Source: an optimization exercise on an open RTL-to-GDS flow (aim: small area, a short achievable clock period and few clock cycles). Production flows keep margins and buffers that such runs may drop. Power figures rest on the tool's default switching activity, not on a simulated workload.

==> module nasa_scale_enc, before the edit <==
module nasa_scale_enc (
    input  wire        clk,
    input  wire        rst,
    input  wire        start,
    input  wire [31:0] q_num,       
    input  wire [15:0] q_den,       
    input  wire [15:0] a_num,       
    input  wire [15:0] a_den,       
    input  wire [1:0]  width,       
    input  wire        is_signed,
    output wire        ready,
    output reg         done,
    output wire [31:0] bytes_out,
    output reg         range_err
);
    reg         s_idle, s_mul, s_align, s_div, s_fin;
    reg         mul1;        
    reg         first;       
    reg  [5:0]  cnt;
    reg         neg;         
    reg  [1:0]  w_r;
    reg         s_r;
    reg         ovf_hi;      
    reg         rnd;         
    reg  [65:0] x;
    reg  [31:0] qx;          
    reg  [31:0] pd;          
    wire w8  = (w_r == 2'd0);
    wire w16 = (w_r == 2'd1);
    wire [15:0] mr_or = x[31:16] | pd[15:0];
    reg  [3:0]  top;
    integer i;
    always @* begin
        top = 4'd0;
        for (i = 0; i < 16; i = i + 1)
            if (mr_or[i]) top = i[3:0];
    end
    wire        bn    = x[16];
    wire        sub   = first || !x[65];
    wire [33:0] add_a = x[65:32] & {34{!s_fin}};
    wire [33:0] add_b = s_mul ? {2'd0, qx & {32{bn}}} :
                        s_fin ? {2'd0, x[32:1] ^ {32{neg}}} :
                                {{2{sub}}, pd ^ {32{sub}}};
    wire        add_c = s_mul ? (bn & neg) : s_fin ? (rnd ^ neg) : sub;
    wire [33:0] sum   = add_a + add_b + {33'd0, add_c};
    wire        q_bit = !sum[33];
    wire        bd    = pd[0];
    wire [16:0] sum_d = {1'b0, pd[31:16]} + (bd ? {1'b0, x[15:0]} : 17'd0);
    wire [31:0] q     = x[32:1];
    wire hi7  = q[7],  hi15 = q[15], hi31 = q[31];
    wire lo7z = ~|q[6:0],  lo15z = ~|q[14:0],  lo31z = ~|q[30:0];
    wire lo7o = &q[6:0],   lo15o = &q[14:0],   lo31o = &q[30:0];
    wire hiK  = w8 ? hi7  : w16 ? hi15  : hi31;
    wire loKz = w8 ? lo7z : w16 ? lo15z : lo31z;
    wire loKo = w8 ? lo7o : w16 ? lo15o : lo31o;
    wire mag0 = !hiK && loKz && !rnd;                    
    wire in_range = s_r ? (neg ? (!hiK || (loKz && !rnd))              
                               : (!hiK && !(loKo && rnd)))             
                        : (neg ? mag0
                               : !(hiK && loKo && rnd));               
    assign ready = s_idle;
    assign bytes_out = x[31:0];
    wire [31:0] wmask = {{16{!w8 && !w16}}, {8{!w8}}, 8'hff};
    wire       mul_last = mul1 ? ~|mr_or[15:1] : (cnt == 6'd0);
    wire [3:0] top_m1   = top - 4'd1;
    wire       ovf0     = first && (ovf_hi || q_bit);    
    wire [5:0] n_div    = w8 ? 6'd9 : w16 ? 6'd17 : 6'd33;
    always @(posedge clk) begin
        if (s_idle) begin
            x   <= {34'd0, a_den, q_den};
            pd  <= {16'd0, a_num};
            qx  <= q_num ^ {32{q_num[31]}};
            neg <= q_num[31];
            w_r <= width;
            s_r <= is_signed;
        end
        if (s_mul) begin
            pd       <= {sum_d, pd[15:1]};
            x[65:16] <= {2'd0, sum[32:0], x[31:17]};
            if (mul_last) x[15:0] <= 16'd0;
            cnt      <= mul_last ? n_div : mul1 ? {2'd0, top_m1} : cnt - 6'd1;
            ovf_hi   <= 1'b0;
        end
        if (s_align) begin
            x      <= w8 ? {x[57:0], 8'd0} : {16'd0, x[65:16]};
            ovf_hi <= w8 && (|x[63:57]);
        end
        if (s_div) begin
            x         <= {sum[32:0], x[31:0] & {32{!ovf0}}, q_bit && !first};
            cnt       <= cnt - 6'd1;
            range_err <= 1'b1;
            rnd       <= q_bit && ((|sum[31:0]) || x[0]);
        end
        if (s_fin) begin
            x[31:0]   <= sum[31:0] & wmask & {32{in_range}};
            range_err <= !in_range;
        end
    end
    always @(posedge clk) begin
        if (rst) begin
            s_idle  <= 1'b1;
            s_mul   <= 1'b0;
            s_align <= 1'b0;
            s_div   <= 1'b0;
            s_fin   <= 1'b0;
            done    <= 1'b0;
            first   <= 1'b0;
            mul1    <= 1'b0;
        end else begin
            done <= 1'b0;
            mul1 <= 1'b0;
            if (s_idle && start) begin
                s_idle <= 1'b0;
                s_mul  <= 1'b1;
                mul1   <= 1'b1;
            end
            if (s_mul && mul_last) begin
                s_mul   <= 1'b0;
                s_align <= !w16;
                s_div   <= w16;
                first   <= 1'b1;
            end
            if (s_align) begin
                s_align <= 1'b0;
                s_div   <= 1'b1;
            end
            if (s_div) begin
                first <= 1'b0;
                if (ovf0) begin
                    s_div  <= 1'b0;
                    s_idle <= 1'b1;
                    done   <= 1'b1;
                end else if (cnt == 6'd0) begin
                    s_div <= 1'b0;
                    s_fin <= 1'b1;
                end
            end
            if (s_fin) begin
                s_fin  <= 1'b0;
                s_idle <= 1'b1;
                done   <= 1'b1;
            end
        end
    end
endmodule
export LEC_CHECK = 0
export CAP_MARGIN = 20
export CORE_MARGIN = 2
export CORE_UTILIZATION = 40
export SLEW_MARGIN = 20
create_clock -name core_clock -period 12.0 [get_ports {clk}]
standard.sh (not shown) runs the stock make flow with config.mk's settings and CLKGATE_MAP_FILE= SYNTH_SCRIPT=/design/flow/synth_recipe.tcl, a recipe that flattens the netlist after the stock synthesis.
==> flow/flow/run.sh <==
#!/bin/bash
bash standard.sh SETUP_SLACK_MARGIN=8 finish > standard.log 2>&1
Rerun with:
--- a/flow/design.v
+++ b/flow/design.v
@@ -14,5 +14,5 @@
     output reg         range_err
 );
-    reg         s_idle, s_mul, s_align, s_div, s_fin;
+    reg         s_idle, s_mul, s_chk, s_align, s_div, s_ovf, s_fin;
     reg         mul1;        
     reg         first;       
@@ -22,5 +22,4 @@
     reg         s_r;
     reg         ovf_hi;      
-    reg         rnd;         
     reg  [65:0] x;
     reg  [31:0] qx;          
@@ -37,21 +36,24 @@
     end
     wire        bn    = x[16];
-    wire        sub   = first || !x[65];
+    wire        sub   = first || s_chk || !x[65];
     wire [33:0] add_a = x[65:32] & {34{!s_fin}};
     wire [33:0] add_b = s_mul ? {2'd0, qx & {32{bn}}} :
-                        s_fin ? {2'd0, x[32:1] ^ {32{neg}}} :
+                        s_fin ? {2'd0, x[32:1]} :
                                 {{2{sub}}, pd ^ {32{sub}}};
-    wire        add_c = s_mul ? (bn & neg) : s_fin ? (rnd ^ neg) : sub;
+    wire        rnd   = (x[0] ^ neg) && ((|x[64:33]) || (x[1] ^ neg));
+    wire        add_c = s_mul ? (bn & neg) : s_fin ? 1'b1 : sub;
     wire [33:0] sum   = add_a + add_b + {33'd0, add_c};
     wire        q_bit = !sum[33];
     wire        bd    = pd[0];
     wire [16:0] sum_d = {1'b0, pd[31:16]} + (bd ? {1'b0, x[15:0]} : 17'd0);
-    wire [31:0] q     = x[32:1];
-    wire hi7  = q[7],  hi15 = q[15], hi31 = q[31];
-    wire lo7z = ~|q[6:0],  lo15z = ~|q[14:0],  lo31z = ~|q[30:0];
-    wire lo7o = &q[6:0],   lo15o = &q[14:0],   lo31o = &q[30:0];
-    wire hiK  = w8 ? hi7  : w16 ? hi15  : hi31;
-    wire loKz = w8 ? lo7z : w16 ? lo15z : lo31z;
-    wire loKo = w8 ? lo7o : w16 ? lo15o : lo31o;
+    wire [31:0] qs    = x[32:1];
+    wire hi7  = qs[7],  hi15 = qs[15], hi31 = qs[31];
+    wire lo7z = ~|qs[6:0],  lo15z = ~|qs[14:0],  lo31z = ~|qs[30:0];
+    wire lo7o = &qs[6:0],   lo15o = &qs[14:0],   lo31o = &qs[30:0];
+    wire hiK  = neg ^ (w8 ? hi7  : w16 ? hi15  : hi31);
+    wire sz   = w8 ? lo7z : w16 ? lo15z : lo31z;
+    wire so   = w8 ? lo7o : w16 ? lo15o : lo31o;
+    wire loKz = neg ? so : sz;                           
+    wire loKo = neg ? sz : so;                           
     wire mag0 = !hiK && loKz && !rnd;                    
     wire in_range = s_r ? (neg ? (!hiK || (loKz && !rnd))              
@@ -65,5 +67,5 @@
     wire [3:0] top_m1   = top - 4'd1;
     wire       ovf0     = first && (ovf_hi || q_bit);    
-    wire [5:0] n_div    = w8 ? 6'd9 : w16 ? 6'd17 : 6'd33;
+    wire [5:0] n_div    = w8 ? 6'd9 : 6'd17;
     always @(posedge clk) begin
         if (s_idle) begin
@@ -78,5 +80,5 @@
             pd       <= {sum_d, pd[15:1]};
             x[65:16] <= {2'd0, sum[32:0], x[31:17]};
-            if (mul_last) x[15:0] <= 16'd0;
+            if (mul_last) x[15:0] <= {1'b0, {15{neg}}};
             cnt      <= mul_last ? n_div : mul1 ? {2'd0, top_m1} : cnt - 6'd1;
             ovf_hi   <= 1'b0;
@@ -85,13 +87,16 @@
             x      <= w8 ? {x[57:0], 8'd0} : {16'd0, x[65:16]};
             ovf_hi <= w8 && (|x[63:57]);
+            if (!w8) cnt <= 6'd33;
         end
         if (s_div) begin
-            x         <= {sum[32:0], x[31:0] & {32{!ovf0}}, q_bit && !first};
+            x         <= {sum[32:0], x[31:0], q_bit ^ neg};
             cnt       <= cnt - 6'd1;
             range_err <= 1'b1;
-            rnd       <= q_bit && ((|sum[31:0]) || x[0]);
+        end
+        if (s_ovf) begin
+            x[31:0]   <= 32'd0;
         end
         if (s_fin) begin
-            x[31:0]   <= sum[31:0] & wmask & {32{in_range}};
+            x[31:0]   <= ((rnd ^ neg) ? sum[31:0] : x[32:1]) & wmask & {32{in_range}};
             range_err <= !in_range;
         end
@@ -101,6 +106,8 @@
             s_idle  <= 1'b1;
             s_mul   <= 1'b0;
+            s_chk   <= 1'b0;
             s_align <= 1'b0;
             s_div   <= 1'b0;
+            s_ovf   <= 1'b0;
             s_fin   <= 1'b0;
             done    <= 1'b0;
@@ -117,7 +124,13 @@
             if (s_mul && mul_last) begin
                 s_mul   <= 1'b0;
-                s_align <= !w16;
+                s_align <= w8;
+                s_chk   <= w_r[1];
                 s_div   <= w16;
                 first   <= 1'b1;
+            end
+            if (s_chk) begin
+                s_chk   <= 1'b0;
+                s_align <= q_bit;        
+                s_div   <= !q_bit;
             end
             if (s_align) begin
@@ -129,10 +142,14 @@
                 if (ovf0) begin
                     s_div  <= 1'b0;
-                    s_idle <= 1'b1;
-                    done   <= 1'b1;
+                    s_ovf  <= 1'b1;
                 end else if (cnt == 6'd0) begin
                     s_div <= 1'b0;
                     s_fin <= 1'b1;
                 end
+            end
+            if (s_ovf) begin
+                s_ovf  <= 1'b0;
+                s_idle <= 1'b1;
+                done   <= 1'b1;
             end
             if (s_fin) begin
What happened: First-iteration DRC count is higher by roughly a tenth. Wire length is lower slightly. Final area came out lower by a few percent. Power climbs by roughly a tenth. Area after synthesis is lower slightly. Non-clock buffer count shrinks by 29. Sequential power came out higher by roughly a tenth. Critical path depth is higher by 1. Core utilization came out lower by 1.2 points.
Function was not checked in any run of this note: the RTL went through the layout flow alone.

==> afterwards: timing with drivers on the ports <==
The results above use ideal ports. As a check the final layouts listed here were re-extracted and re-timed, cells and wires unchanged.
Step 1: set_driving_cell puts a clkbuf_16 on clk and a buf_2 on each other input, an assumption about the parent block.
Step 2, shift: input delay + t, output delay - t, t = (earliest + latest rising clock arrival at the registers) / 2. This alone moves slack from input paths to output paths.
Three values: ideal, step 1, step 2; two values: the first two.
run | t, ns | slack for setup (ns) | worst hold slack (ns) | worst setup path at the end | slew at the worst register clock pin (ns)
the first run | 0.496 | 6.976 / 6.976 / 6.976 | 0.553 / 0.553 / 0.553 | register to register | 0.08 / 0.08
the second run | 0.495 | 7.851 / 7.851 / 7.686 | 0.442 / 0.442 / 0.442 | input to register | 0.08 / 0.08
After both steps setup and hold are still met in every run listed. For the second run, which loses most, drivers alone change the setup slack by 0.000 ns; drivers and shift together by -0.165 ns.
